From an optimization exercise on the open Yosys and OpenROAD flow, aimed at small area, a short achievable clock period and few clock cycles; shortcuts taken in it are not production practice.
No functional check of the RTL was part of any run shown here.
Power and IR drop assume default switching activity.

==> flow/design.v <==
module ssb_seqgen (
    input  wire        clk,
    input  wire        rst,           
    input  wire        start,
    input  wire [1:0]  op,
    input  wire [11:0] len,           
    input  wire [30:0] cinit,         
    input  wire [8:0]  nid1,          
    input  wire [1:0]  nid2,          
    input  wire [9:0]  ncell,         
    input  wire [5:0]  issb,          
    input  wire [6:0]  lmax,          
    input  wire        nhf,           
    output wire        ready,
    output wire        out_valid,
    output wire [31:0] out_data,
    input  wire        out_ready
);
    localparam [1:0] OP_PRSG = 2'd0, OP_PSS = 2'd1, OP_SSS = 2'd2, OP_DMRS = 2'd3;
    localparam [126:0] XS1 = 127'h7f54cee9637b5b2470be57344f143040;
    localparam [30:0] X1_S0    = 31'h00000001;
    localparam [30:0] X1_S32   = 31'h48000000;
    localparam [30:0] X1_S96   = 31'h12480000;
    localparam [30:0] X1_S352  = 31'h0812c800;
    localparam [30:0] X1_S1600 = 31'h5e485840;
    localparam [15:0] P_QPSK = 16'h2D41;   
    localparam [15:0] M_QPSK = 16'hD2BF;   
    reg         st_free;                  
    reg         st_start;                 
    reg         st_spend;                 
    reg         st_fb;                    
    reg         st_warm;                  
    reg         st_wa;                    
    reg         st_emit;                  
    reg  [1:0]  gop;
    reg  [30:0] x1, x2;
    reg  [11:0] rem;                      
    reg         seq_act, sss;
    reg  [6:0]  a0;                       
    reg  [6:0]  idx1;                     
    reg  [6:0]  scnt;
    reg         ovalid;
    reg  [31:0] odata;
    assign ready     = st_free;
    assign out_valid = ovalid;
    assign out_data  = odata;
    wire        op_prsg = (gop == OP_PRSG);
    wire        op_dmrs = (gop == OP_DMRS);
    wire        op_seq  = gop[0] ^ gop[1];
    wire p1_t0 = x1[1] ^ x1[4];
    wire p1_t1 = x1[2] ^ x1[5];
    wire x1_s0 = p1_t0;
    wire x1_s1 = p1_t1;
    wire x1_s2 = x1[3] ^ x1[6];
    wire x1_s3 = x1[4] ^ x1[7];
    wire x1_s4 = x1[5] ^ x1[8];
    wire x1_s5 = x1[6] ^ x1[9];
    wire x1_s6 = x1[7] ^ x1[10];
    wire x1_s7 = x1[8] ^ x1[11];
    wire x1_s8 = x1[9] ^ x1[12];
    wire x1_s9 = x1[10] ^ x1[13];
    wire x1_s10 = x1[11] ^ x1[14];
    wire x1_s11 = x1[12] ^ x1[15];
    wire x1_s12 = x1[13] ^ x1[16];
    wire x1_s13 = x1[14] ^ x1[17];
    wire x1_s14 = x1[15] ^ x1[18];
    wire x1_s15 = x1[16] ^ x1[19];
    wire x1_s16 = x1[17] ^ x1[20];
    wire x1_s17 = x1[18] ^ x1[21];
    wire x1_s18 = x1[19] ^ x1[22];
    wire x1_s19 = x1[20] ^ x1[23];
    wire x1_s20 = x1[21] ^ x1[24];
    wire x1_s21 = x1[22] ^ x1[25];
    wire x1_s22 = x1[23] ^ x1[26];
    wire x1_s23 = x1[24] ^ x1[27];
    wire x1_s24 = x1[25] ^ x1[28];
    wire x1_s25 = x1[26] ^ x1[29];
    wire x1_s26 = x1[27] ^ x1[30];
    wire x1_s27 = x1[0] ^ x1[3] ^ x1[28];
    wire x1_s28 = x1[29] ^ p1_t0;
    wire x1_s29 = x1[30] ^ p1_t1;
    wire x1_s30 = x1[0] ^ x1[6];
    wire x1_b63 = x1[1] ^ x1[7];
    wire p2_t0 = x2[1] ^ x2[2];
    wire p2_t1 = x2[3] ^ x2[5];
    wire p2_t2 = x2[26] ^ x2[27];
    wire p2_t3 = x2[28] ^ x2[29];
    wire p2_t4 = x2[0] ^ x2[30];
    wire p2_t5 = x2[4] ^ x2[6];
    wire p2_t6 = x2[7] ^ x2[8];
    wire p2_t7 = x2[9] ^ x2[10];
    wire p2_t8 = x2[11] ^ x2[12];
    wire p2_t9 = x2[13] ^ x2[14];
    wire p2_t10 = x2[15] ^ x2[16];
    wire p2_t11 = x2[17] ^ x2[18];
    wire p2_t12 = x2[19] ^ x2[20];
    wire p2_t13 = x2[21] ^ x2[22];
    wire p2_t14 = x2[23] ^ x2[24];
    wire p2_t15 = x2[3] ^ p2_t0;
    wire p2_t16 = x2[2] ^ p2_t1;
    wire p2_t17 = x2[6] ^ p2_t6;
    wire p2_t18 = x2[25] ^ p2_t14;
    wire p2_t19 = x2[25] ^ p2_t2;
    wire p2_t20 = x2[4] ^ p2_t4;
    wire x2_s0 = x2[4] ^ p2_t15;
    wire x2_s1 = x2[4] ^ p2_t16;
    wire x2_s2 = p2_t1 ^ p2_t5;
    wire x2_s3 = x2[5] ^ x2[7] ^ p2_t5;
    wire x2_s4 = x2[5] ^ p2_t17;
    wire x2_s5 = x2[9] ^ p2_t17;
    wire x2_s6 = p2_t6 ^ p2_t7;
    wire x2_s7 = x2[8] ^ x2[11] ^ p2_t7;
    wire x2_s8 = p2_t7 ^ p2_t8;
    wire x2_s9 = x2[10] ^ x2[13] ^ p2_t8;
    wire x2_s10 = p2_t8 ^ p2_t9;
    wire x2_s11 = x2[12] ^ x2[15] ^ p2_t9;
    wire x2_s12 = p2_t9 ^ p2_t10;
    wire x2_s13 = x2[14] ^ x2[17] ^ p2_t10;
    wire x2_s14 = p2_t10 ^ p2_t11;
    wire x2_s15 = x2[16] ^ x2[19] ^ p2_t11;
    wire x2_s16 = p2_t11 ^ p2_t12;
    wire x2_s17 = x2[18] ^ x2[21] ^ p2_t12;
    wire x2_s18 = p2_t12 ^ p2_t13;
    wire x2_s19 = x2[20] ^ x2[23] ^ p2_t13;
    wire x2_s20 = p2_t13 ^ p2_t14;
    wire x2_s21 = x2[22] ^ p2_t18;
    wire x2_s22 = x2[26] ^ p2_t18;
    wire x2_s23 = x2[24] ^ p2_t19;
    wire x2_s24 = x2[28] ^ p2_t19;
    wire x2_s25 = p2_t2 ^ p2_t3;
    wire x2_s26 = x2[27] ^ x2[30] ^ p2_t3;
    wire x2_s27 = p2_t3 ^ p2_t4 ^ p2_t15;
    wire x2_s28 = x2[29] ^ p2_t20;
    wire x2_s29 = p2_t4 ^ p2_t16;
    wire x2_s30 = x2[0] ^ x2[2] ^ p2_t5;
    wire x2_b63 = x2[1] ^ x2[7] ^ p2_t1;
    wire x2_j0 = x2[30] ^ p2_t0 ^ p2_t2;
    wire x2_j1 = x2[0] ^ x2[1] ^ x2[27] ^ x2[28];
    wire x2_j2 = p2_t0 ^ p2_t3;
    wire x2_j3 = x2[2] ^ x2[3] ^ x2[29] ^ x2[30];
    wire x2_j4 = p2_t0 ^ p2_t20;
    wire x2_j5 = x2[0] ^ x2[5];
    wire x2_j6 = x2[1] ^ x2[6];
    wire x2_j7 = x2[2] ^ x2[7];
    wire x2_j8 = x2[3] ^ x2[8];
    wire x2_j9 = x2[4] ^ x2[9];
    wire x2_j10 = x2[5] ^ x2[10];
    wire x2_j11 = x2[6] ^ x2[11];
    wire x2_j12 = x2[7] ^ x2[12];
    wire x2_j13 = x2[8] ^ x2[13];
    wire x2_j14 = x2[9] ^ x2[14];
    wire x2_j15 = x2[10] ^ x2[15];
    wire x2_j16 = x2[11] ^ x2[16];
    wire x2_j17 = x2[12] ^ x2[17];
    wire x2_j18 = x2[13] ^ x2[18];
    wire x2_j19 = x2[14] ^ x2[19];
    wire x2_j20 = x2[15] ^ x2[20];
    wire x2_j21 = x2[16] ^ x2[21];
    wire x2_j22 = x2[17] ^ x2[22];
    wire x2_j23 = x2[18] ^ x2[23];
    wire x2_j24 = x2[19] ^ x2[24];
    wire x2_j25 = x2[20] ^ x2[25];
    wire x2_j26 = x2[21] ^ x2[26];
    wire x2_j27 = x2[22] ^ x2[27];
    wire x2_j28 = x2[23] ^ x2[28];
    wire x2_j29 = x2[24] ^ x2[29];
    wire x2_j30 = x2[25] ^ x2[30];
    wire [30:0] x1_step = {x1_s30, x1_s29, x1_s28, x1_s27, x1_s26, x1_s25, x1_s24, x1_s23, x1_s22, x1_s21, x1_s20, x1_s19, x1_s18, x1_s17, x1_s16, x1_s15, x1_s14, x1_s13, x1_s12, x1_s11, x1_s10, x1_s9, x1_s8, x1_s7, x1_s6, x1_s5, x1_s4, x1_s3, x1_s2, x1_s1, x1_s0};
    wire [30:0] x2_step = {x2_s30, x2_s29, x2_s28, x2_s27, x2_s26, x2_s25, x2_s24, x2_s23, x2_s22, x2_s21, x2_s20, x2_s19, x2_s18, x2_s17, x2_s16, x2_s15, x2_s14, x2_s13, x2_s12, x2_s11, x2_s10, x2_s9, x2_s8, x2_s7, x2_s6, x2_s5, x2_s4, x2_s3, x2_s2, x2_s1, x2_s0};
    wire [30:0] x2_jump = {x2_j30, x2_j29, x2_j28, x2_j27, x2_j26, x2_j25, x2_j24, x2_j23, x2_j22, x2_j21, x2_j20, x2_j19, x2_j18, x2_j17, x2_j16, x2_j15, x2_j14, x2_j13, x2_j12, x2_j11, x2_j10, x2_j9, x2_j8, x2_j7, x2_j6, x2_j5, x2_j4, x2_j3, x2_j2, x2_j1, x2_j0};
    wire [31:0] cur = {x1[3] ^ x1[0] ^ x2[3] ^ x2[2] ^ x2[1] ^ x2[0], x1 ^ x2};
    wire        dmrs  = gop[0];
    wire        short = (rem[11:5] == 7'd0);
    reg  [31:0] prsg_word;
    integer k;
    always @* begin
        for (k = 0; k < 32; k = k + 1)
            prsg_word[k] = cur[k] & (!short || (rem[4:0] > k));
    end
    reg         qi, qq;
    integer p;
    always @* begin
        qi = 1'b0;
        qq = 1'b0;
        for (p = 0; p < 16; p = p + 1)
            if (rem[4:1] == ((16 - p) & 15)) begin
                qi = cur[2*p];
                qq = cur[2*p+1];
            end
    end
    wire [31:0] dmrs_word = {qq ? M_QPSK : P_QPSK, qi ? M_QPSK : P_QPSK};
    wire [31:0] gold_word = dmrs ? dmrs_word : prsg_word;
    wire        g_last    = dmrs ? (rem == 12'd2) : (short || rem == 12'd32);
    wire        g_adv     = !dmrs || (rem[4:0] == 5'd2);
    wire [9:0]  f_ncell = x1[20:11];
    wire [2:0]  f_issb  = x1[23:21];
    wire        f_nhf   = x1[24];
    wire        f_l4    = x1[25];
    wire [2:0]  ip      = f_l4 ? {f_nhf, f_issb[1:0]} : f_issb;
    wire [3:0]  ip1     = {1'b0, ip} + 4'd1;
    wire [7:0]  q1      = f_ncell[9:2] + 8'd1;
    wire [30:0] dmrs_a  = {9'd0, q1, 4'd0, ip1, 4'd0, f_ncell[1:0]};
    wire [3:0]  b_ip1   = x2[9:6];
    wire [7:0]  b_q1    = x2[21:14];
    wire [10:0] b_prod  = (b_ip1[0] ? {3'd0, b_q1} : 11'd0) +
                          (b_ip1[1] ? {2'd0, b_q1, 1'b0} : 11'd0) +
                          ((b_ip1[2] ? {1'b0, b_q1, 2'd0} : 11'd0) | (b_ip1[3] ? {b_q1, 3'd0} : 11'd0));
    wire [30:0] dmrs_b  = {9'd0, b_prod, 1'b0, x2[9:6], 4'd0, x2[1:0]};
    wire [8:0]  f_nid1 = x1[8:0];
    wire [1:0]  f_nid2 = x1[10:9];
    wire [1:0]  grp    = (f_nid1 >= 9'd224) ? 2'd2 : (f_nid1 >= 9'd112) ? 2'd1 : 2'd0;
    wire [8:0]  nid1m  = f_nid1 - 9'd112 * grp;
    reg  [6:0]  a0_init;
    always @* begin
        if (gop == OP_PSS) begin
            case (f_nid2)
                2'd0:    a0_init = 7'b0000001;
                2'd1:    a0_init = 7'b0001101;
                default: a0_init = 7'b1010100;
            endcase
        end else begin
            case ({grp, f_nid2})
                4'b0000: a0_init = 7'b1000000;
                4'b0001: a0_init = 7'b0010010;
                4'b0010: a0_init = 7'b0101100;
                4'b0100: a0_init = 7'b1111001;
                4'b0101: a0_init = 7'b0111011;
                4'b0110: a0_init = 7'b1100001;
                4'b1000: a0_init = 7'b1111111;
                4'b1001: a0_init = 7'b1100011;
                default: a0_init = 7'b0110111;
            endcase
        end
    end
    wire        slot      = !ovalid || out_ready;
    wire        seq_last  = (scnt == 7'd126);
    wire        seq_emit  = seq_act && slot;
    wire        seq_free  = !seq_act || (seq_emit && seq_last);
    wire        gold_emit = st_emit && !seq_act && slot;
    wire        gold_done = gold_emit && g_last;
    wire        seq_load  = (st_start || st_spend) && op_seq && seq_free;
    wire        warm_end  = st_warm && !st_wa && x1 == X1_S352;
    wire        seq_neg  = a0[0] ^ (sss & XS1[idx1]);
    wire [31:0] seq_word = {16'd0, seq_neg, 15'h4000};
    always @(posedge clk) begin
        if (rst) begin
            seq_act <= 1'b0;
        end else if (seq_load) begin
            seq_act <= 1'b1;
            sss     <= (gop == OP_SSS);
            a0      <= a0_init;
            idx1    <= nid1m[6:0];
            scnt    <= 7'd0;
        end else if (seq_emit) begin
            if (seq_last)
                seq_act <= 1'b0;
            a0   <= {a0[4] ^ a0[0], a0[6:1]};
            idx1 <= (idx1 == 7'd126) ? 7'd0 : idx1 + 7'd1;
            scnt <= scnt + 7'd1;
        end
    end
    wire        prsg_empty = (rem == 12'd0);
    always @(posedge clk) begin
        if (rst) begin
            st_free  <= 1'b1;
            st_start <= 1'b0;
            st_spend <= 1'b0;
            st_fb    <= 1'b0;
            st_warm  <= 1'b0;
            st_wa    <= 1'b0;
            st_emit  <= 1'b0;
        end else begin
            st_free  <= (st_free && !start) || (st_start && op_prsg && prsg_empty) ||
                        ((st_start || st_spend) && op_seq && seq_free) || gold_done;
            st_start <= st_free && start;
            st_spend <= (st_start || st_spend) && op_seq && !seq_free;
            st_fb    <= st_start && op_dmrs;
            st_warm  <= (st_start && op_prsg && !prsg_empty) || st_fb ||
                        (st_warm && !warm_end);
            st_wa    <= (st_start && op_prsg && !prsg_empty) || st_fb ||
                        (st_wa && x1 != X1_S96);
            st_emit  <= warm_end || (st_emit && !gold_done);
        end
    end
    wire        g_step = st_warm || (gold_emit && g_adv);
    always @(posedge clk) begin
        if (st_free) begin
            x1  <= {5'd0, lmax == 7'd4, nhf, issb[2:0], ncell, nid2, nid1};
            x2  <= cinit;
            rem <= len;
            gop <= op;
        end else if (st_start) begin
            if (op_dmrs) begin
                x2  <= dmrs_a;
                rem <= 12'd288;
            end else if (op_prsg) begin
                x1  <= X1_S32;
                x2  <= x2_jump;
            end
        end else if (st_fb) begin
            x1 <= X1_S0;
            x2 <= dmrs_b;
        end else if (g_step) begin
            x1 <= warm_end ? X1_S1600 : x1_step;
            x2 <= st_wa ? x2_jump : x2_step;
        end
        if (gold_emit)
            rem <= rem - (dmrs ? 12'd2 : 12'd32);
    end
    always @(posedge clk) begin
        if (rst)
            ovalid <= 1'b0;
        else
            ovalid <= seq_emit || gold_emit || (ovalid && !out_ready);
        if (seq_emit || gold_emit)
            odata <= seq_act ? seq_word : gold_word;
    end
endmodule
==> flow/flow/run.sh <==
#!/bin/bash
# The standard layout (the standard.sh, unchanged synthesis), with
# repair_timing asked for extra setup margin so that the layout is
# optimised for a shorter achieved period. Each step's output is logged.
bash standard.sh synth > synth.log 2>&1
bash standard.sh SETUP_SLACK_MARGIN=7.0 finish > finish.log 2>&1
==> flow/standard.sh <==
#!/bin/bash
# synth_recipe.tcl (not shown) runs the flow's synth.tcl, then flattens the netlist and writes it again
# the make line also repeats each setting of config.mk as NAME=value (left out here)
make -C /OpenROAD-flow-scripts/flow DESIGN_CONFIG=/design/flow/config.mk WORK_HOME=/design/flow/orfs CLKGATE_MAP_FILE= SYNTH_SCRIPT=/design/flow/synth_recipe.tcl "${@:-finish}"
==> flow/config.mk <==
export PLATFORM = sky130hd
export DESIGN_NAME = ssb_seqgen
export DESIGN_NICKNAME = ssb_seqgen
export VERILOG_FILES = /design/flow/design.v
export SDC_FILE = /design/flow/constraint.sdc
export NUM_CORES = 4
export LEC_CHECK = 0
export CAP_MARGIN = 20
export CORE_MARGIN = 2
export CORE_UTILIZATION = 40
export SLEW_MARGIN = 20
==> flow/constraint.sdc <==
create_clock -name core_clock -period 10.0 [get_ports {clk}]
set_input_delay 2.0000 -clock core_clock [delete_from_list [all_inputs] [get_ports {clk}]]
set_output_delay 2.0000 -clock core_clock [all_outputs]
set_load 0.01 [all_outputs]
==> results of run 1 <==
## repair_timing
action,in CTS,in global routing
gates cloned,4,1
endpoints found under the setup margin,178,122
gates resized for setup,177,32
pin swaps,18,14
buffers inserted,58,17
## cell families after synthesis
logic type | after synthesis | synth area share, %
adder cells (fa/ha/maj) | 38 | 4.976
AO/OA/AOI/OAI | 316 | 19.02
multiplexers | 15 | 1.581
flip-flops | 139 | 37.48
buffers and inverters | 156 | 6.418
AND/OR/NAND/NOR | 331 | 14.52
XOR/XNOR | 195 | 16.00
## routing by layer
metal	routed length, um	vias to the layer above
li1	-	4433
met1	14660	4550
met2	16040	391
met3	2516	51
met4	763	0
met5	0	-
## critical path: stages
cell	delay [ns]
sky130_fd_sc_hd__buf_6	0.09
sky130_fd_sc_hd__nand2b_4	0.14
sky130_fd_sc_hd__and3b_2	0.23
sky130_fd_sc_hd__a21oi_4	0.15
sky130_fd_sc_hd__nor2b_4	0.17
sky130_fd_sc_hd__o22ai_4	0.09
sky130_fd_sc_hd__nor2_4	0.19
sky130_fd_sc_hd__clkinvlp_4	0.14
sky130_fd_sc_hd__buf_6	0.14
sky130_fd_sc_hd__buf_16	0.13
## registers in the layout, summed over array words and instances (netlist names), 2 cells and up
name,count
x2,31
a0,7
rem,12
scnt,7
idx1,7
x1,31
gop,2
odata,32
## worst max path at each step
stage | start | endpoint | slack, ns
3_5_place_dp | out_ready | idx1[2]$_DFFE_PP_ | 5.31
4_1_cts | out_ready | x1[0]$_DFFE_PP_ | 6.77
2_1_floorplan | out_ready | x1[0]$_DFFE_PP_ | 6.24
5_1_grt | out_ready | x1[13]$_DFFE_PP_ | 6.69
3_3_place_gp | out_ready | idx1[2]$_DFFE_PP_ | 5.35
6_report | out_ready | x1[9]$_DFFE_PP_ | 6.72
## power groups by stage
stage          combinational [W]  sequential [W]  clock, W
4_1_cts                  0.00129        0.000918  0.000654
2_1_floorplan            0.00103        0.000792         0
3_3_place_gp             0.00114        0.000962         0
5_1_grt                  0.00150        0.000926  0.000680
3_5_place_dp             0.00116        0.000964         0
6_report                 0.00138        0.000917  0.000649
## final cells by class
| cell class | instances | area [sq um] |
|---|---|---|
| Fill cell | 2490 | 13250 |
| Multi-Input combinational cell | 897 | 6381 |
| Sequential cell | 139 | 4039 |
| Timing Repair Buffer | 201 | 1803 |
| Clock buffer | 18 | 439.2 |
| Tap cell | 341 | 426.7 |
| Clock inverter | 14 | 157.7 |
| Inverter | 38 | 146.4 |
| Timing Repair inverter | 1 | 7.507 |
## stage by stage
step	power [W]	area, sq um	instances	setup WS [ns]	hold slack (ns)
floorplan	0.001818	10970	1190	6.237	0.4774
global placement	0.002105	12000	1537	5.345	0.5027
detailed placement	0.002120	12000	1537	5.315	0.5145
CTS	0.002867	13090	1631	6.769	0.5255
global route	0.003105	13400	1649	6.691	0.5480
finish	0.002941	13400	1649	6.718	0.5268
## placed cells by master (no fill, tap or decap), drive strengths merged, types with 6 or more instances in the layout
cell type      instances
xnor2                133
clkdlybuf4s50         78
o21ai                 94
edfxtp               125
buf                  120
nor4                   7
xor2                  61
fa                     8
a21oi                 81
o22ai                 12
mux2                   6
inv                   40
o221ai                15
a31oi                  9
clkinv                 6
or2                    6
o31ai                 13
mux2i                  8
ha                    30
nor3                  18
dfxtp                 14
nand2b                14
nor2                  83
a21o                   9
a211o                  6
a22oi                 14
nand3                 37
a211oi                13
nand2                121
nor2b                  9
o21a                  15
clkbuf                19
==> run summary, run 1 <==
The wire length reported by the detailed router came out at roughly 34 mm. The most common cell in the synthesized netlist is sky130_fd_sc_hd__xnor2_1. The capture endpoint of the worst hold path is st_warm$_SDFF_PP0_. The port buffer count came out at ~110.

Clock-pin slew was measured on the worst setup and hold paths at approximately 0.06 ns. The routability-driven placement congestion ratio is roughly 0.9. The kind of start point of the critical path is an input port. The largest vdd supply drop came out at between 0.00015 and 0.0002 V. Ranked by instance count, the synthesized netlist is headed by 133 x sky130_fd_sc_hd__xnor2_1, 125 x sky130_fd_sc_hd__edfxtp_1, 119 x sky130_fd_sc_hd__nand2_1. In this run the worst hold path is classified as reg -> reg. The worst clock skew came out at between 0.015 and 0.02 ns. The pin slew with the least headroom to its limit came out at about 0.92 ns. For this run, global-route usage on met3 was measured as under 10%. The total congestion overflow is 0. 118 I/O pins were placed.

The iteration-0 DRC count of the detailed router is between 900 and 1000. The final setup violation count came out at 0. The worst hold path was traced through 2 stages. The critical path is of the in -> reg type. The synthesized net count is about 1300.

The most crowded layer after global routing is met2. The synthesized netlist cell count came out at around 1200. The CTS H-tree depth is 4. The number of cells on the worst reg-to-reg path is 13. Setup repair after global routing could not meet its margin everywhere.

For flop-to-flop paths, the worst setup slack is just under 7 ns. The relative contribution of combinational cells to total power is a little under half. The number of global-route vias before repair came out at between 9000 and 10000. In this run, synthesis inferred roughly 130 flip-flops with an integrated enable.

The worst setup path is captured at a flop. The number of detailed-routing iterations run before antenna repair came out at 5. The met1 global-route usage came out at around a third. Across all layers, the routed design uses ~9400 vias.

The root buffer cell chosen for the clock tree is sky130_fd_sc_hd__clkbuf_16. The total global-route track usage came out at 23.72%. The hold violation count in the final report came to 0. The minimum clock period after layout is between 3 and 4 ns. The die width came out at 168.0 um. The share of the Yosys chip area taken by registers is between 30% and 40%. The final cell utilization of the core came out at 50.28%. The analysis attributes to cell leakage a power of 4.965 nW. Internal power comes to around 0.0018 W.

The maximum fanout along the worst path is 6. The number of buffers on the longest clock path came out at 2. The placed wire-length estimate is approximately 23 mm. The async set-or-reset flop fraction in the synthesized netlist came out at 0%. For the final routed database, the setup TNS stands at 0 ns.

The mean post-synth cell area is 9.043 sq um. The CTS buffer count came out at 17. The switching power as a share of total power came out at about two fifths. The arrival time at the worst endpoint is around 3.5 ns.

The area of the placeable core is between 20000 and 30000 sq um. The timing-limited maximum frequency is about 0.3 GHz. Sorting the synthesized cells by area gives the leading types as sky130_fd_sc_hd__edfxtp_1 35%, sky130_fd_sc_hd__xnor2_1 11%, sky130_fd_sc_hd__xor2_1 5.0%. The share of power burned in registers came out at between 30% and 40%. From synthesis to final layout, the design area changed by 24.52%. The worst register-to-register path ends at x2[20]$_DFFE_PP_. The share of cells above drive strength 1 came out at a little under a fifth. The post-synth design cell area came out at 10760 sq um. The detail-routed via count per cell came out at about 5.7. The required arrival time at the worst endpoint came out at just over 10 ns. The first-pass GRT wire length came out at around 52 mm. The flow ran to the end and the layout has no timing, DRC or antenna violations.

The final antenna-violating net count came out at 0. The number of max-slew violations in the final report was 0. The number of buffers inserted by hold repair at cts is 0. The main flop type after synthesis is sky130_fd_sc_hd__edfxtp_1.

In this run, distinct cell masters in the synthesized netlist total 84. The number of clock sinks came out at between 100 and 150. The area share of the largest cell type after synthesis is a little over a third. The relative contribution of the clock network to total power came out at 22.1%. In the routed design, unresolved DRC markers number 0. For this configuration, the core starts out at a cell density of between 40% and 50%. The number of flip-flops and latches in the synthesized netlist is ~140. The total inserted antenna cells is 0. The CTS tree is built. After detailed routing, the average wire length per cell comes to approximately 20 um.

The number of warnings reported in the yosys synthesis log is 1. In the final design database the tool counted roughly 1400 nets. The die area came out at around 28000 sq um. The worst hold path begins at st_warm$_SDFF_PP0_.

The power per standard cell area is ~220 nW/um^2. The leading area contributor after synthesis is sky130_fd_sc_hd__edfxtp_1. The later-pin clock latency in the skew report came out at approximately 0.43 ns. Max-cap violations in this run came to 0. The net switching power came out at ~0.0012 W. The number of standard-cell rows in the floorplan came out at 60.

The tightest slew margin relative to the limit is 38.77%. The initial antenna violation count is 0. The met2 usage in global routing came out at 38.36%. The startpoint identified for the worst register-to-register timing path is x2[6]$_DFFE_PP_. Measured along the y axis, the die boundary spans 168.0 um. The pin count of the biggest net entering global routing is 70.

The portion of the clock cycle consumed by the worst path in the final layout is roughly a third.
==> inputs of run 2 (changes only) <==
==> flow/flow/run.sh (replaced) <==
#!/bin/bash
# The standard layout (the standard.sh, unchanged synthesis), with
# repair_timing asked for extra setup margin so that the layout is
# optimised for a shorter achieved period. Each step's output is logged.
bash standard.sh synth > synth.log 2>&1
bash standard.sh SETUP_SLACK_MARGIN=6.5 finish > finish.log 2>&1
==> run summary, run 2 <==
The run finished with no timing, DRC or antenna violations. The launch point of the worst hold path is st_warm$_SDFF_PP0_. The power per standard cell area was 217.0 nW/um^2 (-1.1%).

The number of flip-flops and latches in the synthesized netlist is 139 (unchanged). The die width came to 168.0 um (unchanged). The starting density of the core is 40.38% (unchanged). The largest incremental delay on the critical path came to 0.56 ns (+0.33 ns). The relative contribution of combinational cells to total power is 44.1% (-2.6 points). The most frequent standard cell in the layout excluding fill and tap cells is sky130_fd_sc_hd__xnor2_1. The number of top-level pins is 118 (unchanged). The switching power as a share of total power came out at 39.23% (-0.50 points).

The hold violation count in the final report is 0 (unchanged). The area of the placeable core was 26650 sq um (unchanged). The largest registers in the layout are odata: 32 flops, x1: 31 flops, x2: 31 flops. The post-route worst setup slack came out at 6.553 ns (-0.1654 ns). The slowest stage of the critical path is the sky130_fd_sc_hd__clkdlybuf4s50_1 cell. The number of buffers on the longest clock path came to 2 (unchanged).

The total congestion overflow is 0 (unchanged). The minimum clock period after layout was 3.447 ns (+0.1654 ns). The async set-or-reset flop fraction in the synthesized netlist is 0% (unchanged). STA classifies the critical path endpoint as an output port. The wire length reported by the detailed router is 32.73 mm (-3.7%). TritonCTS built the clock tree.

In the post-synthesis netlist, the biggest area contributors are sky130_fd_sc_hd__edfxtp_1 35%, sky130_fd_sc_hd__xnor2_1 11%, sky130_fd_sc_hd__xor2_1 5.0%. The number of clock sinks is 139 (unchanged). The most common cell in the synthesized netlist is sky130_fd_sc_hd__xnor2_1.

The number of synthesized flops with an enable pin came out at 125 (unchanged). The cell family contributing the most delay on the critical path is buffers and inverters. The initial antenna violation count came out at 0 (unchanged). The number of vias after detailed routing came out at 9245 (-1.9%). The worst clock skew is 0.01150 ns (-0.004295 ns). The setup slack of the worst register-to-register path is 6.67 ns (-0.22 ns). In the layout the commonest cells are 133 x sky130_fd_sc_hd__xnor2_1, 125 x sky130_fd_sc_hd__edfxtp_1, 118 x sky130_fd_sc_hd__nand2_1.

The largest vdd supply drop came to 0.0001140 V (-37%). The commonest cells after synthesis are 133 x sky130_fd_sc_hd__xnor2_1, 125 x sky130_fd_sc_hd__edfxtp_1, 119 x sky130_fd_sc_hd__nand2_1. The pin count of the biggest net entering global routing came out at 53 (-24%). The share of power burned in registers came out at 33.4% (+2.2 points). The post-synth design cell area is 10760 sq um (unchanged). The sum of routed wire segments on met1 is 14.44 mm (-1.5%). The wire length per cell came out at 20.34 um (-1.3%). The die area is 28230 sq um (unchanged).

The worst setup slack after placement is 5.435 ns (+0.1200 ns). The mean post-synth cell area is 9.043 sq um (unchanged). The number of detailed-routing iterations run before antenna repair came out at 5 (unchanged). The wire length on met3 came to 2.186 mm (-13%). The tightest slew margin relative to the limit is 33.34% (-5.4 points). The iteration-0 DRC count of the detailed router was 924 (-2.2%). The final cell utilization of the core came to 48.36% (-1.9 points).

The placed wire-length estimate was 22.76 mm (-0.48%). STA classifies the critical path startpoint as a flop. The number of cells on the worst reg-to-reg path is 12 (-1).

The port buffer count was 114 (unchanged). The final setup violation count is 0 (unchanged). The most critical setup path has its startpoint at st_free$_SDFF_PP1_. The pin slew with the least headroom to its limit came to 0.9986 ns (+0.08132 ns). The routability-driven placement congestion ratio came out at 0.9038 (-0.35%).

The final antenna-violating net count came out at 0 (unchanged). The flip-flop count of the largest register after layout is 32 (unchanged). Among all flip-flop cells after synthesis, the most frequent one is sky130_fd_sc_hd__edfxtp_1.

The CTS buffer count was 17 (unchanged). The share of cells above drive strength 1 came to 10.41% (-8.6 points). The total inserted antenna cells came out at 0 (unchanged). The internal power came out at 0.001700 W (-4.1%). The CTS H-tree depth came to 4 (unchanged). The later-pin clock latency in the skew report is 0.44 ns (about the same). The clock-pin slew of the registers on the worst-case setup and hold paths came to 0.06 ns (about the same).

The number of standard-cell rows in the floorplan is 60 (unchanged). The area share of the largest cell type after synthesis is 34.88% (unchanged). The critical path goes through clkdlybuf4s50_1. The master cell of the clock root buffer is sky130_fd_sc_hd__clkbuf_16. The number of global-route vias before repair is 8789 (-2.5%). The worst setup path is of the reg -> out kind. Setup repair after global routing could not meet its margin everywhere. The net switching power was 0.001097 W (-6.1%). The post-detailed-route DRC marker count came out at 0 (unchanged).

The number of distinct library cells after synthesis came out at 84 (unchanged). The total leakage power came to 4.671 nW (-5.9%). The total global-route track usage is 23.20% (-0.52 points).

The number of nets in the layout came out at 1377 (-2.8%). The number of buffers inserted by hold repair at cts came out at 0 (unchanged). The path with the worst hold slack has its endpoint at st_warm$_SDFF_PP0_. The first-pass GRT wire length is 50.32 mm (-2.6%). The startpoint identified for the worst register-to-register timing path is x2[9]$_DFFE_PP_.

The share of the yosys chip area belonging to registers came out at 37.48% (unchanged). The required arrival time at the worst endpoint came out at 8.00 ns (-2.19 ns). The timing-limited maximum frequency is 0.2901 GHz (-4.8%). The kind of path behind the tightest hold check is reg -> reg. The worst hold path depth is 2 (unchanged).

odata holds more flip-flops than any other register. The number of warnings reported in the yosys synthesis log came out at 1 (unchanged). The wire length on met2 came to 14.98 mm (-6.6%). The arrival time at the worst endpoint is 1.45 ns (-2.03 ns). The relative contribution of the clock network to total power came to 22.5% (+0.4 points). The number of max-slew violations in the final report is 0 (unchanged).

The synthesized netlist cell count is 1190 (unchanged). The layout filler cell count is 2540 (+2.0%). The biggest area contributor in the post-synthesis netlist is sky130_fd_sc_hd__edfxtp_1.

Compared with the post-synthesis result, the final layout area differs by 19.77%. The detail-routed via count per cell came out at 5.746 (+0.53%). The portion of the clock cycle consumed by the worst path in the final layout was 34.47% (+1.7 points).

The top layer reached by signal wires is met4. The die boundary height came out at 168.0 um (unchanged). The endpoint identified for the worst register-to-register timing path is x2[20]$_DFFE_PP_. The number of buffers and inverters on the critical path was 1 (-3). The maximum fanout along the worst path is 14 (+8).

The synthesized net count came out at 1312 (unchanged). The final-layout setup total negative slack is 0 ns (unchanged). The number of violations of the max-capacitance limit is 0 (unchanged).
## run 2: cell counts after synthesis
No cell type changed its count.
## run 2: timing repair
action / CTS / global route
gates cloned: 4 / 0
setup buffers: 29 / 6
pin swaps: 5 / 0
resized for setup: 11 / 2
setup endpoints to repair: 107 / 2
hold endpoints to repair: 0 / 0
## run 2: area by class of cell
cell class                 count  area, sq um  area share [%]
tap                          341        426.7           3.310
inverter                      38        146.4           1.136
clock buffer                  21        450.4           3.495
multi-input combinational    897         6153           47.74
timing repair buffer         161         1545           11.99
sequential                   139         4038           31.33
timing repair inverter         1        7.507         0.05825
clock inverter                11        121.4          0.9417
## run 2: worst reg2reg max path, delay by kind of cell (launching register included)
kind	cells	cell delay (ns)
AO/OA/AOI/OAI	6	1.26
adder cells (fa/ha/maj)	3	0.95
flip-flops	1	0.53
XOR/XNOR	1	0.15
AND/OR/NAND/NOR	1	0.12
buffers and inverters	1	0.08
## run 2: cell families (layout without fill, tap and decap cells)
kind of cell | count (synthesis) | after routing | synth area share (%)
AO/OA/AOI/OAI | 316 | 317 | 19.02
buffers and inverters | 156 | 232 | 6.418
multiplexers | 15 | 15 | 1.581
AND/OR/NAND/NOR | 331 | 332 | 14.52
adder cells (fa/ha/maj) | 38 | 38 | 4.976
flip-flops | 139 | 139 | 37.48
XOR/XNOR | 195 | 195 | 16.00
## run 2: metrics by stage
step	cell area, sq um	total power [W]	std cells	hold WS, ns
5_1_grt	12890	0.002955	1609	0.5517
2_1_floorplan	10840	0.001796	1190	0.4774
4_1_cts	12830	0.002773	1603	0.5268
3_3_place_gp	11930	0.002091	1538	0.5054
6_report	12890	0.002797	1609	0.5351
3_5_place_dp	11930	0.002101	1538	0.5133
## run 2: power groups by stage
stage	clock, W	sequential (W)	combinational [W]
after CTS	0.000636	0.000934	0.00120
after detailed placement	0	0.000968	0.00113
after global placement	0	0.000965	0.00113
final	0.000629	0.000935	0.00123
after floorplan	0	0.000792	0.00100
after global routing	0.000662	0.000942	0.00135
## run 2: layer usage
layer,track usage (%),vias to the layer above
met5,0,-
met4,9.792,0
met3,4.372,77
met2,36.53,378
met1,31.39,4440
li1,-,4350
## run 2: how the worst max path moves through the flow
| stage | to | depth (start not counted) |
|---|---|---|
| 2_1_floorplan | x1[0]$_DFFE_PP_ | 7 |
| 3_3_place_gp | x1[14]$_DFFE_PP_ | 8 |
| 3_5_place_dp | x1[3]$_DFFE_PP_ | 8 |
| 4_1_cts | x2[21]$_DFFE_PP_ | 11 |
| 5_1_grt | x2[21]$_DFFE_PP_ | 11 |
| 6_report | ready | 1 |
==> inputs of run 3 (changes only) <==
--- a/flow/design.v
+++ b/flow/design.v
@@ -32,6 +32,7 @@
     reg         st_warm;                  
     reg         st_wa;                    
     reg         st_emit;                  
+    reg         st_clr;                   
     reg  [1:0]  gop;
     reg  [30:0] x1, x2;
     reg  [11:0] rem;                      
@@ -171,23 +172,18 @@
     wire [31:0] cur = {x1[3] ^ x1[0] ^ x2[3] ^ x2[2] ^ x2[1] ^ x2[0], x1 ^ x2};
     wire        dmrs  = gop[0];
     wire        short = (rem[11:5] == 7'd0);
-    reg  [31:0] prsg_word;
-    integer k;
-    always @* begin
-        for (k = 0; k < 32; k = k + 1)
-            prsg_word[k] = cur[k] & (!short || (rem[4:0] > k));
-    end
-    reg         qi, qq;
+    wire [31:0] prsg_word = cur;
+    wire [3:0]  psel = 4'd0 - rem[4:1];
+    reg  [15:0] cur_i, cur_q;
     integer p;
     always @* begin
-        qi = 1'b0;
-        qq = 1'b0;
-        for (p = 0; p < 16; p = p + 1)
-            if (rem[4:1] == ((16 - p) & 15)) begin
-                qi = cur[2*p];
-                qq = cur[2*p+1];
-            end
+        for (p = 0; p < 16; p = p + 1) begin
+            cur_i[p] = cur[2*p];
+            cur_q[p] = cur[2*p+1];
+        end
     end
+    wire        qi = cur_i[psel];
+    wire        qq = cur_q[psel];
     wire [31:0] dmrs_word = {qq ? M_QPSK : P_QPSK, qi ? M_QPSK : P_QPSK};
     wire [31:0] gold_word = dmrs ? dmrs_word : prsg_word;
     wire        g_last    = dmrs ? (rem == 12'd2) : (short || rem == 12'd32);
@@ -238,6 +234,8 @@
     wire        seq_free  = !seq_act || (seq_emit && seq_last);
     wire        gold_emit = st_emit && !seq_act && slot;
     wire        gold_done = gold_emit && g_last;
+    wire        clr_go    = gold_done && !dmrs && short;     
+    wire        clr_done  = st_clr && scnt[4:0] == 5'd31;
     wire        seq_load  = (st_start || st_spend) && op_seq && seq_free;
     wire        warm_end  = st_warm && !st_wa && x1 == X1_S352;
     wire        seq_neg  = a0[0] ^ (sss & XS1[idx1]);
@@ -257,6 +255,10 @@
             a0   <= {a0[4] ^ a0[0], a0[6:1]};
             idx1 <= (idx1 == 7'd126) ? 7'd0 : idx1 + 7'd1;
             scnt <= scnt + 7'd1;
+        end else if (clr_go) begin
+            scnt <= 7'd0;
+        end else if (st_clr) begin
+            scnt <= scnt + 7'd1;
         end
     end
     wire        prsg_empty = (rem == 12'd0);
@@ -269,9 +271,11 @@
             st_warm  <= 1'b0;
             st_wa    <= 1'b0;
             st_emit  <= 1'b0;
+            st_clr   <= 1'b0;
         end else begin
             st_free  <= (st_free && !start) || (st_start && op_prsg && prsg_empty) ||
-                        ((st_start || st_spend) && op_seq && seq_free) || gold_done;
+                        ((st_start || st_spend) && op_seq && seq_free) ||
+                        (gold_done && !clr_go) || clr_done;
             st_start <= st_free && start;
             st_spend <= (st_start || st_spend) && op_seq && !seq_free;
             st_fb    <= st_start && op_dmrs;
@@ -280,6 +284,7 @@
             st_wa    <= (st_start && op_prsg && !prsg_empty) || st_fb ||
                         (st_wa && x1 != X1_S96);
             st_emit  <= warm_end || (st_emit && !gold_done);
+            st_clr   <= clr_go || (st_clr && !clr_done);
         end
     end
     wire        g_step = st_warm || (gold_emit && g_adv);
@@ -311,8 +316,10 @@
         if (rst)
             ovalid <= 1'b0;
         else
-            ovalid <= seq_emit || gold_emit || (ovalid && !out_ready);
+            ovalid <= seq_emit || (gold_emit && !clr_go) || clr_done || (ovalid && !out_ready);
         if (seq_emit || gold_emit)
             odata <= seq_act ? seq_word : gold_word;
+        else if (st_clr)
+            odata <= {odata[0] & (scnt[4:0] < rem[4:0]), odata[31:1]};
     end
 endmodule
==> flow/flow/run.sh (replaced) <==
#!/bin/bash
# The standard layout (the standard.sh, unchanged synthesis), with
# repair_timing asked for extra setup margin so that the layout is
# optimised for a shorter achieved period. Each step's output is logged.
bash standard.sh synth > synth.log 2>&1
bash standard.sh SETUP_SLACK_MARGIN=7.0 finish > finish.log 2>&1
--- a/flow/config.mk
+++ b/flow/config.mk
@@ -5,6 +5,7 @@
 export SDC_FILE = /design/flow/constraint.sdc
 export NUM_CORES = 4
 export LEC_CHECK = 0
+export ABC_CLOCK_PERIOD_IN_PS = 3000
 export CAP_MARGIN = 20
 export CORE_MARGIN = 2
 export CORE_UTILIZATION = 40
==> run summary, run 3 <==
The endpoint identified for the worst register-to-register timing path is x2[21]$_DFFE_PP_. The clock-pin slew of the registers on the worst-case setup and hold paths is 0.07 ns (about the same). The largest register by flop count is odata. The final cell count without fillers came to 1617 (+0.50%).

The maximum fanout along the worst path came out at 4 (-10). The async set-or-reset flop fraction in the synthesized netlist is 0% (unchanged). The flip-flop count of the largest register after layout was 32 (unchanged).

The worst setup path is launched from a flop. The wire length reported by the detailed router is 32.45 mm (-0.84%). The synthesized netlist cell count came out at 1144 (-3.9%). The number of top-level pins came out at 118 (unchanged). The starting density of the core came out at 40.53% (+0.15 points).

The relative area change from synthesis to final layout came out at 25.42%. On the critical path the largest part of the delay comes from compound AO/OA/AOI/OAI gates. The post-synth design cell area is 10530 sq um (-2.1%). The die boundary height came out at 166.3 um (-1.0%). The later-pin clock latency in the skew report is 0.43 ns (about the same). The number of vias after detailed routing is 9079 (-1.8%). The timing-limited maximum frequency was 0.3022 GHz (+4.2%). The detail-routed via count per cell came out at 5.615 (-2.3%). The most critical setup path has its startpoint at x2[8]$_DFFE_PP_. The worst setup slack after placement is 5.307 ns (-0.1277 ns).

The hold violation count in the final report came out at 0 (unchanged). The final hold slack is 0.5115 ns (-0.02357 ns). The number of max-slew violations in the final report came out at 0 (unchanged). The pin count of the biggest net entering global routing is 54 (+1.9%). The routability-driven placement congestion ratio is 0.9016 (-0.24%). The mean post-synth cell area is 9.207 sq um (+1.8%). The run finished with no timing, DRC or antenna violations. The min-delay analysis places its worst path in the category reg -> reg. The total congestion overflow came out at 0 (unchanged).

The synthesized net count was 1272 (-3.0%). The largest vdd supply drop came out at 0.0001548 V (+36%). The worst clock skew is 0.01134 ns (-0.0001626 ns). The commonest cells after synthesis are 138 x sky130_fd_sc_hd__nand2_1, 125 x sky130_fd_sc_hd__edfxtp_1, 122 x sky130_fd_sc_hd__xnor2_1. The number of warnings reported in the yosys synthesis log is 1 (unchanged). For this run, the leading register cell type out of synthesis is sky130_fd_sc_hd__edfxtp_1. The share of cells above drive strength 1 is 18.33% (+7.9 points). Leaving out fill and tap cells, the most frequent cell in the layout is sky130_fd_sc_hd__nand2_1. The area share of the largest cell type after synthesis came out at 35.64% (+0.76 points). The post-route worst setup slack came to 6.691 ns (+0.1380 ns). The path with the worst hold slack has its endpoint at a0[0]$_DFFE_PP_.

The number of buffers on the longest clock path came out at 2 (unchanged). The tightest slew margin relative to the limit came out at 47.25% (+14 points). The critical path is of the reg -> reg type. The master cell of the clock root buffer is sky130_fd_sc_hd__clkbuf_16. The share of the yosys chip area belonging to registers is 38.49% (+1.0 points). Setup repair after global routing could not meet its margin everywhere. After synthesis, the cell types taking the most area are sky130_fd_sc_hd__edfxtp_1 36%, sky130_fd_sc_hd__xnor2_1 10%, sky130_fd_sc_hd__xor2_1 5.7%.

The critical path goes through and2_4, fa_1, ha_2, fa_2, a21o_1, a21oi_2, o21bai_2, a2111oi_2, nor3_1, xnor2_1, a221o_1. The area of the placeable core came out at 25980 sq um (-2.5%). The iteration-0 DRC count of the detailed router is 780 (-16%). The minimum clock period after layout came to 3.309 ns (-0.1380 ns). The number of flip-flops and latches in the synthesized netlist was 140 (+0.72%).

The number of synthesized flops with an enable pin was 125 (unchanged). In the layout the commonest cells are 136 x sky130_fd_sc_hd__nand2_1, 125 x sky130_fd_sc_hd__edfxtp_1, 121 x sky130_fd_sc_hd__xnor2_1. The die area is 27650 sq um (-2.1%). The post-layout instance area came out at 13210 sq um (+2.5%).

The number of nets in the layout is 1398 (+1.5%). The power per standard cell area came out at 218.0 nW/um^2 (+0.44%). The number of distinct library cells after synthesis is 70 (-17%). The CTS tree is built. The number of buffers inserted by hold repair at cts came out at 0 (unchanged). The wire length per cell came out at 20.07 um (-1.3%). The number of cells on the worst reg-to-reg path was 11 (-1). The portion of the clock cycle consumed by the worst path in the final layout was 33.09% (-1.4 points). The register area was 4061 sq um (+0.59%). The placed wire-length estimate is 21.79 mm (-4.2%).

The number of violations of the max-capacitance limit came out at 0 (unchanged). The number of global-route vias before repair is 8538 (-2.9%). The required arrival time at the worst endpoint was 10.19 ns (+2.19 ns).

The largest incremental delay on the critical path is 0.51 ns (-0.05 ns). The worst hold path begins at a0[1]$_DFFE_PP_. The leading area contributor after synthesis is sky130_fd_sc_hd__edfxtp_1.

STA classifies the critical path endpoint as a flop. For this design, the slowest cell found on the critical path is sky130_fd_sc_hd__edfxtp_1. The total leakage power is 5.129 nW (+9.8%).

The total inserted antenna cells is 0 (unchanged). The setup slack of the worst register-to-register path is 6.69 ns (+0.02 ns). The CTS H-tree depth is 4 (unchanged). The final setup violation count came out at 0 (unchanged). The pin slew with the least headroom to its limit is 0.7902 ns (-0.2084 ns). The total area of multi-input combinational cells was 6296 sq um (+2.3%). The worst register-to-register path begins at x2[8]$_DFFE_PP_. The first-pass GRT wire length is 49.65 mm (-1.3%). The port buffer count came to 114 (unchanged). The number of buffers and inverters on the critical path is 0 (-1). The die width is 166.3 um (-1.0%). Yosys instantiated no cell more often than sky130_fd_sc_hd__nand2_1. The number of placed cells counting well taps came out at 1498 (-2.6%).

The number of standard-cell rows in the floorplan came out at 59 (-1.7%). The placement-stage cell area is 11910 sq um (-0.23%). In the final layout, the registers with the most flip-flops are odata: 32 flops, x1: 31 flops, x2: 31 flops. The total global-route track usage came to 22.98% (-0.22 points). The post-detailed-route DRC marker count came to 0 (unchanged).

The number of detailed-routing iterations run before antenna repair is 5 (unchanged). The layout filler cell count came to 2416 (-4.9%). The initial antenna violation count came out at 0 (unchanged). The arrival time at the worst endpoint came out at 3.50 ns (+2.05 ns). The worst hold path depth came out at 2 (unchanged). The CTS buffer count was 17 (unchanged).

The final antenna-violating net count is 0 (unchanged). The final-layout setup total negative slack is 0 ns (unchanged). The number of clock sinks is 140 (+0.72%).
==> run 3: changes by cell type after synthesis, moves of 8 or more <==
cell | before | now
sky130_fd_sc_hd__o221ai_1 | 14 | 1
sky130_fd_sc_hd__buf_2 | 25 | 5
sky130_fd_sc_hd__a21oi_1 | 80 | 54
sky130_fd_sc_hd__o21a_1 | 15 | 1
sky130_fd_sc_hd__o21ai_2 | 11 | 0
sky130_fd_sc_hd__nand3_1 | 36 | 27
sky130_fd_sc_hd__clkbuf_1 | 73 | 91
sky130_fd_sc_hd__nand2_1 | 119 | 138
sky130_fd_sc_hd__xnor2_1 | 133 | 122
sky130_fd_sc_hd__a211oi_1 | 11 | 3
sky130_fd_sc_hd__xor2_1 | 61 | 69
==> run 3: worst max-delay path by stage <==
stage,end,slack [ns],depth (start not counted)
after global placement,scnt[2]$_SDFFCE_PP0P_,5.32,5
final,x2[21]$_DFFE_PP_,6.69,11
after CTS,x2[21]$_DFFE_PP_,6.70,12
after floorplan,a0[0]$_DFFE_PP_,6.64,6
after global routing,x2[21]$_DFFE_PP_,6.56,11
after detailed placement,scnt[2]$_SDFFCE_PP0P_,5.31,5
==> run 3: report_power, final <==
| part | internal [W] | switching, W |
|---|---|---|
| clock network | 0.000362 | 0.000254 |
| logic | 0.000665 | 0.000672 |
| registers | 0.000745 | 0.000181 |
| total | 0.00177 | 0.00111 |
==> run 3: repair_timing <==
action                     in CTS  in global routing
setup buffers                  59                 20
resized for setup             171                 21
cloned                          7                  2
setup endpoints to repair     245                133
pin swaps                      11                 18
==> run 3: area by class of cell <==
class / count / area share, %
inverter: 39 / 1.118
clock inverter: 13 / 0.9566
sequential: 140 / 30.74
timing repair buffer: 203 / 13.10
multi-input combinational: 869 / 47.66
tap: 335 / 3.173
clock buffer: 18 / 3.249
==> run 3: stage by stage <==
stage | power [W] | utilization (%)
2_1_floorplan | 0.001841 | -
3_3_place_gp | 0.002112 | 45.80
3_5_place_dp | 0.002123 | 45.82
4_1_cts | 0.002814 | 49.75
5_1_grt | 0.003049 | 50.84
6_report | 0.002880 | 50.84
==> run 3: cell families after synthesis <==
logic type               Yosys count  synth area share, %
AO/OA/AOI/OAI                    252                14.85
adder cells (fa/ha/maj)           44                5.797
XOR/XNOR                         194                16.62
AND/OR/NAND/NOR                  342                14.97
flip-flops                       140                38.49
buffers and inverters            143                5.156
multiplexers                      29                4.122
==> run 3: layer usage <==
layer | up-vias | track usage [%] | part of all wire (%)
met5 | - | 0 | 0
met3 | 42 | 3.980 | 7.0
li1 | 4268 | - | -
met1 | 4392 | 32.04 | 44
met4 | 0 | 6.147 | 1.9
met2 | 377 | 37.09 | 47
==> run 3: worst reg2reg max path: cells and delay by family (launching register included) <==
| kind | cells | cell delay, ns |
|---|---|---|
| compound gates | 5 | 1.06 |
| fa+ha+maj | 3 | 1.03 |
| flops | 1 | 0.51 |
| simple gates | 2 | 0.33 |
| xor+xnor | 1 | 0.14 |
==> inputs of run 4 (changes only) <==
--- a/flow/config.mk
+++ b/flow/config.mk
@@ -5,7 +5,6 @@
 export SDC_FILE = /design/flow/constraint.sdc
 export NUM_CORES = 4
 export LEC_CHECK = 0
-export ABC_CLOCK_PERIOD_IN_PS = 3000
 export CAP_MARGIN = 20
 export CORE_MARGIN = 2
 export CORE_UTILIZATION = 40
==> run summary, run 4 <==
The final-layout setup total negative slack came out at 0 ns (unchanged). The number of violations of the max-capacitance limit came to 0 (unchanged). The CTS buffer count came to 17 (unchanged). Leaving out fill and tap cells, the most frequent cell in the layout is sky130_fd_sc_hd__nand2_1. The wire length per cell is 20.07 um (unchanged).

The layout filler cell count is 2416 (unchanged). The area share of the largest cell type after synthesis came out at 35.64% (unchanged). The mean post-synth cell area is 9.207 sq um (unchanged).

The share of power burned in registers was 32.1% (about the same). The global routing met3 resource utilization came out at 3.980% (unchanged). The pin slew with the least headroom to its limit came out at 0.7902 ns (unchanged).

The CTS tree is built. The routability-driven placement congestion ratio came out at 0.9016 (unchanged). The total leakage power came out at 5.129 nW (unchanged). The area of the placeable core came out at 25980 sq um (unchanged). The number of cells on the worst reg-to-reg path is 11 (unchanged). The starting density of the core came to 40.53% (unchanged).

The required arrival time at the worst endpoint came out at 10.19 ns (about the same). The final cell utilization of the core is 50.84% (unchanged). The worst setup path is launched from a flop. The post-layout instance area was 13210 sq um (unchanged). In this run the worst setup path begins at x2[8]$_DFFE_PP_. The CTS H-tree depth is 4 (unchanged). The worst reg2reg path endpoint is x2[21]$_DFFE_PP_. The number of detailed-routing iterations run before antenna repair came out at 5 (unchanged).

The post-route worst setup slack is 6.691 ns (unchanged). The die width is 166.3 um (unchanged). The total congestion overflow came out at 0 (unchanged).

The number of clock sinks was 140 (unchanged). The number of distinct library cells after synthesis came out at 70 (unchanged). Following the worst setup path forward leads to its endpoint at x2[21]$_DFFE_PP_.

The worst setup slack after placement came to 5.307 ns (unchanged). The number of standard-cell rows in the floorplan is 59 (unchanged). The initial antenna violation count is 0 (unchanged). The port buffer count came out at 114 (unchanged). The worst hold path begins at a0[1]$_DFFE_PP_. The power per standard cell area came out at 218.0 nW/um^2 (unchanged). The share of cells above drive strength 1 came to 18.33% (unchanged). Sorting the synthesized cells by area gives the leading types as sky130_fd_sc_hd__edfxtp_1 36%, sky130_fd_sc_hd__xnor2_1 10%, sky130_fd_sc_hd__xor2_1 5.7%. The final antenna-violating net count was 0 (unchanged). The die boundary height is 166.3 um (unchanged). The flip-flop count of the largest register after layout is 32 (unchanged). The post-detailed-route DRC marker count is 0 (unchanged). The maximum fanout along the worst path came out at 4 (unchanged).

The arrival time at the worst endpoint is 3.50 ns (about the same). The flow ran to the end and the layout has no timing, DRC or antenna violations. The commonest cells after synthesis are 138 x sky130_fd_sc_hd__nand2_1, 125 x sky130_fd_sc_hd__edfxtp_1, 122 x sky130_fd_sc_hd__xnor2_1. The synthesized netlist cell count came out at 1144 (unchanged). The synthesized net count is 1272 (unchanged). The share of the yosys chip area belonging to registers is 38.49% (unchanged). The number of nets in the layout came out at 1398 (unchanged). The switching power as a share of total power came out at 38.46% (unchanged).

The net switching power is 0.001107 W (unchanged). The relative contribution of combinational cells to total power came to 46.5% (about the same). The number of vias after detailed routing came out at 9079 (unchanged).

The setup slack of the worst register-to-register path came out at 6.69 ns (about the same). The number of warnings reported in the yosys synthesis log was 1 (unchanged). The final hold slack is 0.5115 ns (unchanged).

The number of global-route vias before repair came out at 8538 (unchanged). The internal power is 0.001772 W (unchanged). The root buffer cell chosen for the clock tree is sky130_fd_sc_hd__clkbuf_16.

The wire length reported by the detailed router came out at 32.45 mm (unchanged). The later-pin clock latency in the skew report came out at 0.43 ns (about the same). The number of max-slew violations in the final report was 0 (unchanged). The number of top-level pins came out at 118 (unchanged). The total inserted antenna cells is 0 (unchanged). The total global-route track usage is 22.98% (unchanged). The pin count of the biggest net entering global routing came out at 54 (unchanged). The iteration-0 DRC count of the detailed router is 780 (unchanged).

Setup repair after global routing could not meet its margin everywhere. The met1 global-route usage was 32.04% (unchanged). The detail-routed via count per cell came out at 5.615 (unchanged). The async set-or-reset flop fraction in the synthesized netlist is 0% (unchanged). The die area was 27650 sq um (unchanged).

The largest registers in the layout are odata: 32 flops, x1: 31 flops, x2: 31 flops. The worst register-to-register path begins at x2[8]$_DFFE_PP_. The critical path endpoint category is a flop. The timing-limited maximum frequency came out at 0.3022 GHz (unchanged). The relative area change from synthesis to final layout is 25.42% (unchanged). The number of buffers on the longest clock path is 2 (unchanged). The path class of the tightest hold or removal check is reg -> reg. The portion of the clock cycle consumed by the worst path in the final layout was 33.09% (unchanged).

The largest vdd supply drop is 0.0001548 V (unchanged). In the layout the commonest cells are 136 x sky130_fd_sc_hd__nand2_1, 125 x sky130_fd_sc_hd__edfxtp_1, 121 x sky130_fd_sc_hd__xnor2_1. sky130_fd_sc_hd__nand2_1 is the most common cell in the netlist.

The minimum clock period after layout came to 3.309 ns (unchanged). The leading area contributor after synthesis is sky130_fd_sc_hd__edfxtp_1. The clock-pin slew of the registers on the worst-case setup and hold paths came out at 0.07 ns (about the same).

The relative contribution of the clock network to total power is 21.4% (about the same). The post-synth design cell area is 10530 sq um (unchanged). The placed wire-length estimate is 21.79 mm (unchanged). The worst clock skew came out at 0.01134 ns (unchanged). The met2 usage in global routing is 37.09% (unchanged). The number of synthesized flops with an enable pin is 125 (unchanged). The tightest slew margin relative to the limit is 47.25% (unchanged). The main flop type after synthesis is sky130_fd_sc_hd__edfxtp_1. The placement-stage cell area came out at 11910 sq um (unchanged). The register with the most flip-flops in the final layout is odata. The final setup violation count is 0 (unchanged). The number of flip-flops and latches in the synthesized netlist is 140 (unchanged). The hold violation count in the final report came to 0 (unchanged). In this run the most used layer during global routing was met2. By startpoint and endpoint, the worst setup path is classified as reg -> reg. The first-pass GRT wire length is 49.65 mm (unchanged).
[run 4: metal layers]
metal  vias to the layer above  routed length (um)
li1                       4268                   -
met1                      4392               14360
met2                       377               15180
met3                        42                2282
met4                         0                 621
met5                         -                   0
[run 4: power by group through the flow]
stage	clock network, W	logic (W)	registers, W
floorplan	0	0.00105	0.000787
global placement	0	0.00115	0.000967
detailed placement	0	0.00116	0.000968
CTS	0.000621	0.00127	0.000921
global route	0.000645	0.00147	0.000936
finish	0.000616	0.00134	0.000926
[run 4: per-stage QoR]
step,power (W),std cells
6_report,0.002880,1617
5_1_grt,0.003049,1617
4_1_cts,0.002814,1595
3_5_place_dp,0.002123,1498
3_3_place_gp,0.002112,1498
2_1_floorplan,0.001841,1144
[run 4: logic make-up after synthesis]
| kind of cell | after synthesis | synth area share (%) |
|---|---|---|
| compound gates | 252 | 14.85 |
| fa+ha+maj | 44 | 5.797 |
| mux | 29 | 4.122 |
| simple gates | 342 | 14.97 |
| flops | 140 | 38.49 |
| xor+xnor | 194 | 16.62 |
| buf+inv | 143 | 5.156 |
[run 4: layout make-up]
type / count / area, sq um / share of cell area, %
Tap cell: 335 / 419.2 / 3.173
Multi-Input combinational cell: 869 / 6296 / 47.66
Clock inverter: 13 / 126.4 / 0.9566
Inverter: 39 / 147.6 / 1.118
Sequential cell: 140 / 4061 / 30.74
Timing Repair Buffer: 203 / 1730 / 13.10
Clock buffer: 18 / 429.2 / 3.249
[run 4: worst max-delay path: stages, from the launching register on]
cell	delay [ns]
sky130_fd_sc_hd__edfxtp_1	0.51
sky130_fd_sc_hd__and2_4	0.22
sky130_fd_sc_hd__fa_1	0.48
sky130_fd_sc_hd__ha_2	0.21
sky130_fd_sc_hd__fa_2	0.34
sky130_fd_sc_hd__a21o_1	0.20
sky130_fd_sc_hd__a21oi_2	0.16
sky130_fd_sc_hd__o21bai_2	0.09
sky130_fd_sc_hd__a2111oi_2	0.30
sky130_fd_sc_hd__nor3_1	0.11
sky130_fd_sc_hd__xnor2_1	0.14
sky130_fd_sc_hd__a221o_1	0.31
[run 4: how the worst min path moves through the flow]
stage | end | slack (ns) | cells after the start
5_1_grt | a0[0]$_DFFE_PP_ | 0.55 | 2
3_5_place_dp | a0[0]$_DFFE_PP_ | 0.50 | 2
3_3_place_gp | a0[0]$_DFFE_PP_ | 0.49 | 2
4_1_cts | a0[0]$_DFFE_PP_ | 0.51 | 2
6_report | a0[0]$_DFFE_PP_ | 0.51 | 2
2_1_floorplan | a0[0]$_DFFE_PP_ | 0.48 | 2
[run 4: repair_timing]
action                                  in CTS  in global routing
pin swaps                                   11                 18
hold buffers                                 0                  0
cloned                                       7                  2
endpoints found under the setup margin     245                133
buffers inserted                            59                 20
resized for setup                          171                 21
==> inputs of run 5 (changes only) <==
==> flow/flow/run.sh (replaced) <==
#!/bin/bash
# The standard layout (the standard.sh, unchanged synthesis), with
# repair_timing asked for extra setup margin so that the layout is
# optimised for a shorter achieved period, and ports buffered with a
# small buffer cell. Each step's output is logged.
bash standard.sh synth > synth.log 2>&1
bash standard.sh SETUP_SLACK_MARGIN=7.0 "BUFFER_PORTS_ARGS=-buffer_cell sky130_fd_sc_hd__buf_2" finish > finish.log 2>&1
==> run summary, run 5 <==
The run finished with no timing, DRC or antenna violations. The CTS H-tree depth came out at 4 (unchanged). The number of global-route vias before repair is 8822 (+3.3%). The post-layout instance area was 12770 sq um (-3.3%). The share of the yosys chip area belonging to registers is 38.49% (unchanged). The die boundary height is 166.3 um (unchanged). The minimum clock period after layout is 3.241 ns (-0.06792 ns). The number of nets in the layout is 1394 (-0.29%). The number of buffers on the longest clock path came out at 2 (unchanged). TritonCTS built the clock tree. The layout filler cell count is 2496 (+3.3%). The final cell utilization of the core is 49.16% (-1.7 points).

The iteration-0 DRC count of the detailed router is 750 (-3.8%). By area the synthesized netlist is led by sky130_fd_sc_hd__edfxtp_1 36%, sky130_fd_sc_hd__xnor2_1 10%, sky130_fd_sc_hd__xor2_1 5.7%. The register area was 4059 sq um (about the same). The worst clock skew came out at 0.01524 ns (+0.003902 ns).

The most common cell in the synthesized netlist is sky130_fd_sc_hd__nand2_1. The starting density of the core was 40.53% (unchanged). The die width was 166.3 um (unchanged).

The relative contribution of the clock network to total power was 22.3% (+0.9 points). The wire length per cell came out at 20.12 um (+0.28%). The hold violation count in the final report is 0 (unchanged). In the layout the commonest cells are 136 x sky130_fd_sc_hd__nand2_1, 125 x sky130_fd_sc_hd__edfxtp_1, 121 x sky130_fd_sc_hd__xnor2_1. The clock-pin slew of the registers on the worst-case setup and hold paths is 0.07 ns (about the same). The total area of multi-input combinational cells came out at 6291 sq um (about the same). The internal power is 0.001774 W (about the same). The wire length on met2 was 14.88 mm (-2.0%). The total leakage power came out at 5.093 nW (-0.71%). The synthesized net count came out at 1272 (unchanged). The commonest cells after synthesis are 138 x sky130_fd_sc_hd__nand2_1, 125 x sky130_fd_sc_hd__edfxtp_1, 122 x sky130_fd_sc_hd__xnor2_1.

The overall power is 0.002901 W (+0.75%). The arrival time at the worst endpoint came out at 3.43 ns (-0.07 ns). The port buffer count is 114 (unchanged).

The total global-route track usage came to 23.07% (+0.097 points). The worst register-to-register path ends at x2[21]$_DFFE_PP_. Ranked by flip-flop count, first place goes to odata. The net switching power came out at 0.001127 W (+1.8%). In the final layout, the registers with the most flip-flops are odata: 32 flops, x1: 31 flops, x2: 31 flops. The wire length reported by the detailed router is 32.48 mm (about the same). The end of the critical path is x2[21]$_DFFE_PP_. The number of standard-cell rows in the floorplan came out at 59 (unchanged).

The number of clock sinks came out at 140 (unchanged). The number of top-level pins came out at 118 (unchanged). The final setup violation count came to 0 (unchanged). STA classifies the critical path endpoint as a flop. The later-pin clock latency in the skew report came out at 0.44 ns (about the same). The maximum fanout along the worst path is 2 (-2). The async set-or-reset flop fraction in the synthesized netlist is 0% (unchanged).

The flip-flop count of the largest register after layout came out at 32 (unchanged). The number of flip-flops and latches in the synthesized netlist is 140 (unchanged). STA classifies the critical path startpoint as a flop. The placement-stage cell area was 11330 sq um (-4.8%). The placed wire-length estimate is 21.86 mm (+0.34%). Signal routing reaches up to met4. The setup slack of the worst register-to-register path is 6.76 ns (+0.07 ns). In this run the critical register-to-register path is launched from x2[9]$_DFFE_PP_. The final antenna-violating net count came out at 0 (unchanged). The largest vdd supply drop came to 0.0001499 V (-3.2%). The relative contribution of combinational cells to total power came out at 45.8% (-0.7 points).

The post-synth design cell area was 10530 sq um (unchanged). The area share of the largest cell type after synthesis came out at 35.64% (unchanged). The kind of critical path is reg -> reg. The number of synthesized flops with an enable pin came out at 125 (unchanged). The tightest slew margin relative to the limit is 40.85% (-6.4 points). In this run the worst setup path begins at x2[9]$_DFFE_PP_. The kind of path behind the tightest hold check is reg -> reg. The share of power burned in registers was 31.9% (-0.2 points).

The mean post-synth cell area is 9.207 sq um (unchanged). The number of buffers inserted by hold repair at cts is 0 (unchanged). The number of max-slew violations in the final report is 0 (unchanged). The total congestion overflow is 0 (unchanged). The power per standard cell area is 227.1 nW/um^2 (+4.2%).

The pin slew with the least headroom to its limit came out at 0.8873 ns (+0.09714 ns). The main flop type after synthesis is sky130_fd_sc_hd__edfxtp_1. The switching power as a share of total power came to 38.86% (+0.41 points).

The share of cells above drive strength 1 is 24.39% (+6.1 points). The die area came out at 27650 sq um (unchanged). The number of warnings reported in the yosys synthesis log came out at 1 (unchanged). The wire length on met3 is 2.340 mm (+2.5%).

The detail-routed via count per cell was 5.602 (-0.22%). The master cell of the clock root buffer is sky130_fd_sc_hd__clkbuf_16. The portion of the clock cycle consumed by the worst path in the final layout is 32.41% (-0.68 points). The number of distinct library cells after synthesis came to 70 (unchanged). The relative area change from synthesis to final layout is 21.28%. The number of cells on the worst reg-to-reg path came to 12 (+1). The synthesized netlist cell count is 1144 (unchanged). The pin count of the biggest net entering global routing is 82 (+52%).

The routability-driven placement congestion ratio is 0.9499 (+5.4%). The number of vias after detailed routing is 9042 (-0.41%). The area of the placeable core is 25980 sq um (unchanged).

The post-detailed-route DRC marker count is 0 (unchanged). The timing-limited maximum frequency is 0.3085 GHz (+2.1%). Setup repair after global routing could not meet its margin everywhere. The CTS buffer count is 17 (unchanged).

The number of violations of the max-capacitance limit is 0 (unchanged). The initial antenna violation count is 0 (unchanged). Leaving out fill and tap cells, the most frequent cell in the layout is sky130_fd_sc_hd__nand2_1. The final-layout setup total negative slack came out at 0 ns (unchanged). The total inserted antenna cells is 0 (unchanged). The required arrival time at the worst endpoint is 10.19 ns (about the same). The first-pass GRT wire length is 49.94 mm (+0.58%).

The number of detailed-routing iterations run before antenna repair came out at 5 (unchanged). The sum of routed wire segments on met1 is 14.26 mm (-0.70%). The leading area contributor after synthesis is sky130_fd_sc_hd__edfxtp_1.
## run 5: layout make-up
class                           count  area share (%)
Inverter                           39           1.156
Multi-Input combinational cell    868           49.25
Timing Repair Buffer              200           9.923
Clock buffer                       21           3.683
Tap cell                          335           3.281
Sequential cell                   140           31.78
Clock inverter                     11          0.9306
## run 5: cells by family (layout without fill, tap and decap cells)
family,Yosys count,after routing,synth area share [%]
mux,29,29,4.122
xor+xnor,194,194,16.62
compound gates,252,252,14.85
simple gates,342,349,14.97
buf+inv,143,271,5.156
flops,140,140,38.49
fa+ha+maj,44,44,5.797
## run 5: how the worst min path moves through the flow
stage | from | end | slack (ns) | depth (start not counted)
6_report | a0[1]$_DFFE_PP_ | a0[0]$_DFFE_PP_ | 0.52 | 2
5_1_grt | a0[1]$_DFFE_PP_ | a0[0]$_DFFE_PP_ | 0.56 | 2
4_1_cts | a0[1]$_DFFE_PP_ | a0[0]$_DFFE_PP_ | 0.52 | 2
3_5_place_dp | a0[1]$_DFFE_PP_ | a0[0]$_DFFE_PP_ | 0.51 | 2
3_3_place_gp | a0[1]$_DFFE_PP_ | a0[0]$_DFFE_PP_ | 0.49 | 2
2_1_floorplan | a0[1]$_DFFE_PP_ | a0[0]$_DFFE_PP_ | 0.48 | 2
## run 5: repair_timing
action | 4_1_cts | 5_1_grt
gates resized for setup | 25 | 20
setup endpoints to repair | 196 | 176
buffers inserted | 45 | 31
gates cloned | 6 | 2
pin swaps | 9 | 13
## run 5: layer usage
layer  up-vias  GRT usage [%]
met5         -              0
met3        69          3.932
li1       4261              -
met2       394          35.85
met4         0          9.558
met1      4318          32.01
## run 5: critical path, stage by stage, from the launching register on
cell                        delay (ns)
sky130_fd_sc_hd__edfxtp_1         0.44
sky130_fd_sc_hd__ha_2             0.23
sky130_fd_sc_hd__a21oi_2          0.05
sky130_fd_sc_hd__fa_1             0.55
sky130_fd_sc_hd__inv_2            0.05
sky130_fd_sc_hd__fa_2             0.38
sky130_fd_sc_hd__a21o_1           0.19
sky130_fd_sc_hd__a21oi_2          0.17
sky130_fd_sc_hd__o21bai_2         0.11
sky130_fd_sc_hd__a2111oi_4        0.31
sky130_fd_sc_hd__nor3_2           0.08
sky130_fd_sc_hd__xnor2_1          0.13
sky130_fd_sc_hd__a221o_1          0.32
## run 5: metrics by stage
stage	std cells	hold WS, ns	setup WS [ns]
final	1614	0.5169	6.759
after global routing	1614	0.5619	6.590
after CTS	1581	0.5188	6.678
after detailed placement	1498	0.5054	5.751
after global placement	1498	0.4918	5.781
after floorplan	1144	0.4836	6.638
## run 5: power by group through the flow
stage	clock network (W)	logic [W]	registers, W
after floorplan	0	0.00105	0.000787
after global placement	0	0.00112	0.000965
after detailed placement	0	0.00114	0.000966
after CTS	0.000647	0.00125	0.000923
after global routing	0.000673	0.00146	0.000934
final	0.000647	0.00133	0.000927

Setup slack of run 5, layout unchanged: 6.759 ns with ideal ports, 6.759 ns with driving cells assumed (clock clkbuf_16, inputs buf_2), 6.488 ns with port delays also shifted by the 0.482 ns mid clock arrival.
